Source: an optimization exercise on an open RTL-to-GDS flow (aim: small area, a short achievable clock period and few clock cycles per item). Production flows keep margins and buffers that such runs may drop.

run A:
Design hsw_split, start of the top module:
module hsw_split (
    input  wire         clk,
    input  wire         rst,         
    input  wire         start,
    input  wire [15:0]  len,         
    output wire         busy,
    input  wire         in_valid,
    input  wire [31:0]  in_data,
    output wire         in_ready,
    output reg          done,
    output wire [255:0] pen,
    output wire [255:0] init,
    output wire [31:0]  mw,
    output wire [255:0] digest
);
Size in the first run: roughly 7500 cells after synthesis, roughly 1100 flip-flops, about 860 I/O pins, ~0.070 mm² of cells after synthesis.
clock: 10.0 ns
lec_check: 0
abc_area: 1
cap_margin: 20
core_margin: 2
core_utilization: 40
cts_buf_list: sky130_fd_sc_hd__clkbuf_4 sky130_fd_sc_hd__clkbuf_8
slew_margin: 20
standard.sh (not shown) runs the stock make flow with config.mk's settings and CLKGATE_MAP_FILE= SYNTH_SCRIPT=/design/flow/synth_recipe.tcl, a recipe that flattens the netlist after the stock synthesis.
==> flow/flow/run.sh <==
#!/bin/bash
set -euo pipefail
export BUFFER_PORTS_ARGS="-buffer_cell sky130_fd_sc_hd__buf_1"
export SETUP_SLACK_MARGIN=${OWN_SETUP_MARGIN:-5}
bash standard.sh > flow_make.log 2>&1
## Diff of input files: run B against run A
diff --git a/flow/design.v b/flow/design.v
--- a/flow/design.v
+++ b/flow/design.v
@@ -35,22 +35,42 @@
     function [31:0] bsig1(input [31:0] x);
         bsig1 = rotr(x, 6) ^ rotr(x, 11) ^ rotr(x, 25);
     endfunction
     function [31:0] ssig0(input [31:0] x);
         ssig0 = rotr(x, 7) ^ rotr(x, 18) ^ (x >> 3);
     endfunction
     function [31:0] ssig1(input [31:0] x);
         ssig1 = rotr(x, 17) ^ rotr(x, 19) ^ (x >> 10);
     endfunction
     function [63:0] csa(input [31:0] x, input [31:0] y, input [31:0] z);
         csa = {((x & y) | (x & z) | (y & z)) << 1, x ^ y ^ z};
+    endfunction
+    function [31:0] add_bk(input [31:0] x, input [31:0] y);
+        integer l, j;
+        reg [31:0] gg, pp, c;
+        begin
+            gg = x & y;
+            pp = x ^ y;
+            for (l = 0; l < 5; l = l + 1)
+                for (j = (2 << l) - 1; j < 32; j = j + (2 << l)) begin
+                    gg[j] = gg[j] | (pp[j] & gg[j - (1 << l)]);
+                    pp[j] = pp[j] & pp[j - (1 << l)];
+                end
+            for (l = 3; l >= 0; l = l - 1)
+                for (j = (3 << l) - 1; j < 32; j = j + (2 << l)) begin
+                    gg[j] = gg[j] | (pp[j] & gg[j - (1 << l)]);
+                    pp[j] = pp[j] & pp[j - (1 << l)];
+                end
+            c = {gg[30:0], 1'b0};
+            add_bk = x ^ y ^ c;
+        end
     endfunction
     localparam [2047:0] KTAB = {
         32'hc67178f2, 32'hbef9a3f7, 32'ha4506ceb, 32'h90befffa,    
         32'h8cc70208, 32'h84c87814, 32'h78a5636f, 32'h748f82ee,    
         32'h682e6ff3, 32'h5b9cca4f, 32'h4ed8aa4a, 32'h391c0cb3,    
         32'h34b0bcb5, 32'h2748774c, 32'h1e376c08, 32'h19a4c116,    
         32'h106aa070, 32'hf40e3585, 32'hd6990624, 32'hd192e819,    
         32'hc76c51a3, 32'hc24b8b70, 32'ha81a664b, 32'ha2bfe8a1,    
         32'h92722c85, 32'h81c2c92e, 32'h766a0abb, 32'h650a7354,    
         32'h53380d13, 32'h4d2c6dfc, 32'h2e1b2138, 32'h27b70a85,    
         32'h14292967, 32'h06ca6351, 32'hd5a79147, 32'hc6e00bf3,    
@@ -112,28 +132,28 @@
     assign {a2c, a2s} = csa(s0, maj, a1s);
     assign {a3c, a3s} = csa(a2s, a2c, a1c);
     wire [31:0] a_new = a3s + a3c;
     wire [31:0] e1s, e1c, e1bs, e1bc, e2s, e2c, e3s, e3c;
     assign {e1c, e1s}   = csa(d, pa, x4);
     assign {e1bc, e1bs} = csa(s1, ch, xn0);
     assign {e2c, e2s}   = csa(e1s, e1c | {31'd0, f63}, e1bs);    
     assign {e3c, e3s}   = csa(e2s, e2c, e1bc);
     wire [31:0] e_new = e3s + e3c;
     wire [31:0] hsa = f61 ? H[3] : f62 ? H[2] : H[1];
     wire [31:0] hse = f61 ? H[7] : f62 ? H[6] : H[5];
-    wire [31:0] sum_a = hsa + a;
-    wire [31:0] sum_e = hse + e;
+    wire [31:0] sum_a = add_bk(hsa, a);
+    wire [31:0] sum_e = add_bk(hse, e);
     wire [31:0] w1s, w1c, w2s, w2c;
     assign {w1c, w1s} = csa(w[9], w[0], ssig0(w[1]));
     assign {w2c, w2s} = csa(w1s, w1c, ssig1(w[14]));
-    wire [31:0] w_calc = w2s + w2c;
+    wire [31:0] w_calc = add_bk(w2s, w2c);
     wire        sched  = (rnd >= 6'd14) && (rnd <= 6'd61);
     wire [31:0] w_in   = sched ? w_calc : pad_word;
     wire [31:0] kx   = KROT[32*rnd +: 32];          
     wire [31:0] hx   = f63 ? H[7] : g;               
     wire [31:0] x0   = f62 ? H[0] : 32'd0;
     wire [31:0] p1s, p1c, p2s, p2c;
     assign {p1c, p1s} = csa(hx, w[15], x0);
     assign {p2c, p2s} = csa(p1s, p1c, kx);
     wire [31:0] pa_n = p2s + p2c;
     wire step    = adv & ~(pre & ~rnd[0]) & ~finish;    
     wire lo_hold = is_last & (f62 | f63);              
[summary]
In the route summary, run B ends up with a via count below that of run A. met3 global-route usage ended up 3.0 points lower on run B than on run A. Compared with run A, run B ends up with less cell area. Utilization run A -> run B: down. Run A vs run B, main combinational cell family by area after synthesis: simple AND/OR/NAND/NOR gates vs adder cells. In run B, the final critical-path share of the clock period came out 0.44 points above the value in run A. Worst setup path startpoint: V[4][16] -> run B, V[4][21] -> run A. Number of inserted diodes: lower on run B. When the final numbers for run B and run A were put side by side, the required arrival time at the worst endpoint turned out to be smaller in run A.
No functional check of the RTL was part of any run of this note.

---

hsw_split, a different RTL version from the one above (not shown whole).
Size: roughly 6,800 cells after synthesis, about 0.068 sq mm of cells after synthesis.
export LEC_CHECK = 0
export ABC_AREA = 1
export CAP_MARGIN = 20
export CORE_MARGIN = 2
export CORE_UTILIZATION = 40
export CTS_BUF_LIST = sky130_fd_sc_hd__clkbuf_4 sky130_fd_sc_hd__clkbuf_8
export CTS_CLUSTER_DIAMETER = 80
export CTS_CLUSTER_SIZE = 12
export SLEW_MARGIN = 20
create_clock -name core_clock -period 10.0 [get_ports {clk}]
==> flow/flow/run.sh <==
#!/bin/bash
# Own flow: the standard layout (standard.sh, unchanged synthesis, floorplan,
# power grid, placement, CTS and routing), with two ORFS variables set:
#  - BUFFER_PORTS_ARGS: every input and output port still gets its own buffer,
#    but the small sky130_fd_sc_hd__buf_1 instead of the resizer's default pick
#  - SETUP_SLACK_MARGIN: repair_timing works until 5.5 ns of setup slack
# The make output goes to flow_make.log; ORFS keeps each step's log under orfs/logs.
set -euo pipefail
export BUFFER_PORTS_ARGS="-buffer_cell sky130_fd_sc_hd__buf_1"
export SETUP_SLACK_MARGIN=5.5
bash standard.sh > flow_make.log 2>&1
Then changed:
--- a/flow/design.v
+++ b/flow/design.v
@@ -140,13 +140,13 @@
     wire [31:0] sum_a = add_bk(H[3], a);
     wire        f6x   = f61 | f62 | f63;
     wire [31:0] sum_e = add_bk(f6x ? H[7] : H[4], f6x ? e : ~H[0]);
     wire [31:0] w1s, w1c, w2s, w2c;
     assign {w1c, w1s} = csa(w[9], w[0], ssig0(w[1]));
     assign {w2c, w2s} = csa(w1s, w1c, ssig1(w[14]));
-    wire [31:0] w_calc = w2s + w2c;
+    wire [31:0] w_calc = add_bk(w2s, w2c);
     wire        sched  = (rnd >= 6'd14) && (rnd <= 6'd61);
     wire [31:0] w_in   = sched ? w_calc : pad_word;
     wire [31:0] kx   = KROT[32*rnd +: 32];          
     wire [31:0] hx   = f63 ? H[6] : g;               
     wire [31:0] x0   = f62 ? H[0] : 32'd0;
     wire [31:0] p1s, p1c, p2s, p2c;
What happened: The new run finished clean; wire length goes up by 1.4%; utilization is higher by 0.60 points; setup slack gets worse by 0.13 ns; global-route usage grows by 1.3 points; non-clock buffer count grows by 21; clock-buffer cell count decreases by 5; area after synthesis decreases by about 1.1%; sequential cell count does not change; final cell count went down by 2.0%; synthesized cell count is lower by about 3.4%.
Function was not checked in any run of this note: the RTL went through the layout flow alone.

## port drivers added, routing unchanged
How much do the figures lean on ideal ports? The routed layouts below were timed once more, with nothing changed but the port constraints. Step 1: set_driving_cell puts a clkbuf_16 on clk and a buf_2 on each other input, an assumption about the parent block. Step 2 adds t to the input delays and takes it off the output delays; t is the mean of the earliest and latest rising clock arrival at the registers after step 1. Input paths then give back, and output paths get back, about the clock's delay inside the block. Slacks: no drivers / after step 1 / after step 2; pairs: no drivers / after step 1.
| run | t, ns | slack for setup (ns) | clock arrival spread, ns |
|---|---|---|---|
| run A | 1.073 | 5.085 / 5.050 / 4.434 | 0.075 / 0.074 |
| run B | 1.093 | 5.040 / 5.040 / 4.166 | 0.077 / 0.077 |
| the first run of note 2 | 1.001 | 5.429 / 5.429 / 4.611 | 0.118 / 0.118 |
| the second run of note 2 | 0.999 | 5.299 / 5.299 / 4.580 | 0.101 / 0.100 |
After both steps setup and hold are still met in every run listed. The setup slack of run B, which loses most, moves by 0.000 ns with the drivers and by -0.874 ns with both steps.
